This design comes from an exercise in tuning for small area, a short achievable clock period and few clock cycles on the open sky130 flow, not from production work. RTL that was checked went through simulation tests only; none was proved equivalent to the original. No activity file was given, so power comes from the tool's default toggle rates.

## owd_core
module owd_core (
    input              clk,
    input              rst,
    input              start,
    input              cancel,
    input      [31:0]  sample_rate_hz,
    input              force_overdrive,
    input              channel_valid,
    input      [7:0]   channel,
    output reg         cur_valid,
    output reg [1:0]   cur_cmd,
    output reg [31:0]  cur_n,
    input              cur_ack,
    input      [63:0]  cur_sample,
    input              cur_level,
    input              cur_eos,
    output             snk_valid,
    output     [180:0] snk_data,
    output             idle,
    output             busy,
    output             halted,
    output reg [1:0]   halt_reason,
    output     [7:0]   chan
);
For scale: roughly 400 flip-flops, about 340 I/O pins.
Settings: LEC_CHECK=0, ABC_CLOCK_PERIOD_IN_PS=5000, CAP_MARGIN=30, CORE_MARGIN=2, CORE_UTILIZATION=55, SETUP_SLACK_MARGIN=5, SLEW_MARGIN=30; clock period 12.0 ns.
run.sh (not shown) runs the stock make flow with config.mk's settings and CLKGATE_MAP_FILE= SYNTH_SCRIPT=/design/flow/synth_recipe.tcl, a recipe that flattens the netlist after the stock synthesis.
The baseline completed without violations.
Testbench counts at the start, summed over its fixed seeds: cycles 59,345.
==> next run, changes <==
- ABC_CLOCK_PERIOD_IN_PS: 5000 -> 2800
=> Worst hold slack stays the same. Synthesized cell count is unchanged. Setup slack stays the same. Sequential power stays flat. Routed wire length stays the same. Fmax is unchanged. Cell area stays the same. Area after synthesis is unchanged. Core utilization stays the same. Total power does not change.

Another version of the RTL of owd_core (not shown whole).
Size in the first run: about 4000 cells after synthesis, ~400 flip-flops, about 340 I/O pins.
make LEC_CHECK=0 ABC_CLOCK_PERIOD_IN_PS=2500 CAP_MARGIN=30 CORE_MARGIN=2 CORE_UTILIZATION=60 SETUP_SLACK_MARGIN=5 SLEW_MARGIN=30 finish   # period 12.0 ns
Edit:
ABC_CLOCK_PERIOD_IN_PS = 3500   (was 2500)
CORE_UTILIZATION = 55   (was 60)
Outcome: Design area drops by 0.35%; wire length climbs by 1.3%; register-to-register slack stays flat; first-iteration DRC count drops by 13%; fmax climbs by 0.52%; sequential power stays flat; hold slack stays flat; core utilization drops by 5.6 points; clock-buffer cell count climbs by 10; setup slack gets better by 0.036 ns; flip-flop and latch count stays the same.
No run of this note included a check of the RTL's function; only the layout flow was run.

## red
owd_core, a different RTL version from the one above (not shown whole).
Size: ~380 flip-flops, roughly 340 I/O pins, about 32000 um2 of cells after synthesis.
## owd_core
module owd_core (
    input              clk,
    input              rst,
    input              start,
    input              cancel,
    input      [31:0]  sample_rate_hz,
    input              force_overdrive,
    input              channel_valid,
    input      [7:0]   channel,
    output reg         cur_valid,
    output reg [1:0]   cur_cmd,
    output reg [31:0]  cur_n,
    input              cur_ack,
    input      [63:0]  cur_sample,
    input              cur_level,
    input              cur_eos,
    output             snk_valid,
    output     [180:0] snk_data,
    output             idle,
    output             busy,
    output             halted,
    output reg [1:0]   halt_reason,
    output     [7:0]   chan
);
    localparam [31:0] MIN_SAMPLE_RATE_HZ = 32'd2000000;
    localparam [1:0] CMD_QUERY = 2'd0, CMD_ADV_EDGE = 2'd1, CMD_PEEK_EDGE = 2'd2, CMD_ADV_BY = 2'd3;
    localparam [1:0] REC_FRAME = 2'd0, REC_COMMIT = 2'd1, REC_MARKER = 2'd2, REC_PROGRESS = 2'd3;
    localparam [2:0] MK_INVALID = 3'd0, MK_START = 3'd1, MK_DOWNARROW = 3'd2, MK_ZERO = 3'd3,
                     MK_ONE = 3'd4;
    localparam [1:0] LAYER_UNKNOWN = 2'd0, LAYER_DATA = 2'd1, LAYER_COMMAND = 2'd2,
                     LAYER_CRC = 2'd3;
    localparam [1:0] HR_NONE = 2'd0, HR_CANCELLED = 2'd1, HR_EOS = 2'd2, HR_CONFIG = 2'd3;
    localparam [4:0] S_IDLE = 5'd0,  S_HALT = 5'd1,  S_CFGE = 5'd2,  S_Q   = 5'd3,
                     S_M0   = 5'd4,  S_M1   = 5'd5,  S_M2   = 5'd6,  S_GAPF = 5'd7,
                     S_DISP = 5'd8,  S_RA   = 5'd9,  S_B    = 5'd10, S_C1  = 5'd11,
                     S_C2   = 5'd12, S_FR   = 5'd13, S_PR   = 5'd14, S_CX  = 5'd15,
                     S_FIX  = 5'd16, S_EFIX = 5'd17, S_RQ  = 5'd18, S_GQ  = 5'd19;
    reg [4:0]  ph;
    reg [7:0]  cfg_chan;
    reg [63:0] rise, fall, field_start;
    reg [47:0] acc;
    reg [5:0]  bits;
    reg [1:0]  layer;
    reg        unk;         
    reg        defer;       
    reg        warn;
  ...
Settings: LEC_CHECK=0, ABC_CLOCK_PERIOD_IN_PS=3500, CAP_MARGIN=30, CORE_MARGIN=2, CORE_UTILIZATION=62, SETUP_SLACK_MARGIN=5, SLEW_MARGIN=30; clock period 12.0 ns.
red completed; timing, DRC and antenna clean
Testbench counts of red, summed over its fixed seeds: cycles 58,474.
The following lists how blue was set up differently from red:
- swapping 62 for 55 in CORE_UTILIZATION
Findings:
Internal power consumption, blue vs red: down slightly
From red to blue, leftover overflow at the end of global routing did not move at all.
red → blue: total number of cells along the worst setup path grew by 1; relative area change from synthesis to final layout -0.63 points; combinational share of power moved down.
Compared blue vs red, and die area is up in blue.
On blue: all-layer global routing usage is 6.7 points lower than what red gave.
Comparing blue and red, the higher setup slack was measured on blue.
Looking at wire length of the first global-routing pass across blue and red, the one that comes out higher is red.
In blue, the final setup skew came out 0.0062 ns above the value in red.

owd_core, a different RTL version from the one above (not shown whole).
Size: about 380 flip-flops, about 340 I/O pins.
## owd_core
module owd_core (
    input              clk,
    input              rst,
    input              start,
    input              cancel,
    input      [31:0]  sample_rate_hz,
    input              force_overdrive,
    input              channel_valid,
    input      [7:0]   channel,
    output reg         cur_valid,
    output reg [1:0]   cur_cmd,
    output reg [31:0]  cur_n,
    input              cur_ack,
    input      [63:0]  cur_sample,
    input              cur_level,
    input              cur_eos,
    output             snk_valid,
    output     [180:0] snk_data,
    output             idle,
    output             busy,
    output             halted,
    output reg [1:0]   halt_reason,
    output     [7:0]   chan
);
    localparam [31:0] MIN_SAMPLE_RATE_HZ = 32'd2000000;
    localparam [1:0] CMD_QUERY = 2'd0, CMD_ADV_EDGE = 2'd1, CMD_PEEK_EDGE = 2'd2, CMD_ADV_BY = 2'd3;
    localparam [1:0] REC_FRAME = 2'd0, REC_COMMIT = 2'd1, REC_MARKER = 2'd2, REC_PROGRESS = 2'd3;
    localparam [2:0] MK_INVALID = 3'd0, MK_START = 3'd1, MK_DOWNARROW = 3'd2, MK_ZERO = 3'd3,
                     MK_ONE = 3'd4;
    localparam [1:0] LAYER_UNKNOWN = 2'd0, LAYER_DATA = 2'd1, LAYER_COMMAND = 2'd2,
                     LAYER_CRC = 2'd3;
    localparam [1:0] HR_NONE = 2'd0, HR_CANCELLED = 2'd1, HR_EOS = 2'd2, HR_CONFIG = 2'd3;
    localparam [4:0] S_IDLE = 5'd0,  S_HALT = 5'd1,  S_CFGE = 5'd2,  S_Q   = 5'd3,
  ...
Settings: LEC_CHECK=0, CAP_MARGIN=25, CORE_MARGIN=2, CORE_UTILIZATION=60, SETUP_SLACK_MARGIN=5, SLEW_MARGIN=25; clock period 12.0 ns.
The starting point finished with timing, DRC and antenna clean.
==> next run, changes <==
--- a/flow/config.mk
+++ b/flow/config.mk
@@ -8 +8 @@
-export CAP_MARGIN = 25
+export CAP_MARGIN = 20
@@ -10 +10 @@
-export CORE_UTILIZATION = 60
+export CORE_UTILIZATION = 55
@@ -12 +12 @@
-export SLEW_MARGIN = 25
+export SLEW_MARGIN = 20
The new run ran to the end with no violations.
Total power shrinks slightly.
Routed wire length came out lower by a few percent.
Clock power went up by a few percent.
Fmax hardly moves.
Via count went down by a few percent.
First-iteration DRC count went down by about a fifth.
Non-clock buffer count increases by 2.
No functional check of the RTL was part of any run of this note.

-- static timing again, ports no longer ideal --
No port has a modelled driver above. Below, the same layouts with a new extraction and two added sets of constraints. Step 1: set_driving_cell puts a clkbuf_16 on clk and a buf_2 on each other input, an assumption about the parent block. Step 2, shift: input delay + t, output delay - t, t = (earliest + latest rising clock arrival at the registers) / 2. This alone moves slack from input paths to output paths. Three values: ideal, step 1, step 2; two values: the first two.
| run | t (ns) | setup WS [ns] | worst register clock-pin slew, ns | worst slew at a driven data input, ns |
|---|---|---|---|---|
| the first run of note 1 | 0.681 | 5.181 / 5.230 / 4.549 | 0.07 / 0.07 | 0.11 |
| the second run of note 1 | 0.681 | 5.181 / 5.230 / 4.549 | 0.07 / 0.07 | 0.11 |
| the first run of note 2 | 0.678 | 4.941 / 4.954 / 4.276 | 0.07 / 0.07 | 0.11 |
| the second run of note 2 | 0.660 | 4.977 / 5.006 / 4.354 | 0.07 / 0.07 | 0.09 |
| red | 0.671 | 5.015 / 5.031 / 4.373 | 0.07 / 0.07 | 0.09 |
| blue | 0.680 | 5.107 / 5.136 / 4.456 | 0.07 / 0.07 | 0.11 |
| the first run of note 4 | 0.676 | 5.030 / 5.030 / 4.429 | 0.07 / 0.07 | 0.08 |
| the second run of note 4 | 0.662 | 5.046 / 4.995 / 4.421 | 0.07 / 0.07 | 0.11 |
After both steps setup and hold are still met in every run listed. The setup slack of the first run of note 2, which loses most, moves by +0.013 ns with the drivers and by -0.665 ns with both steps.
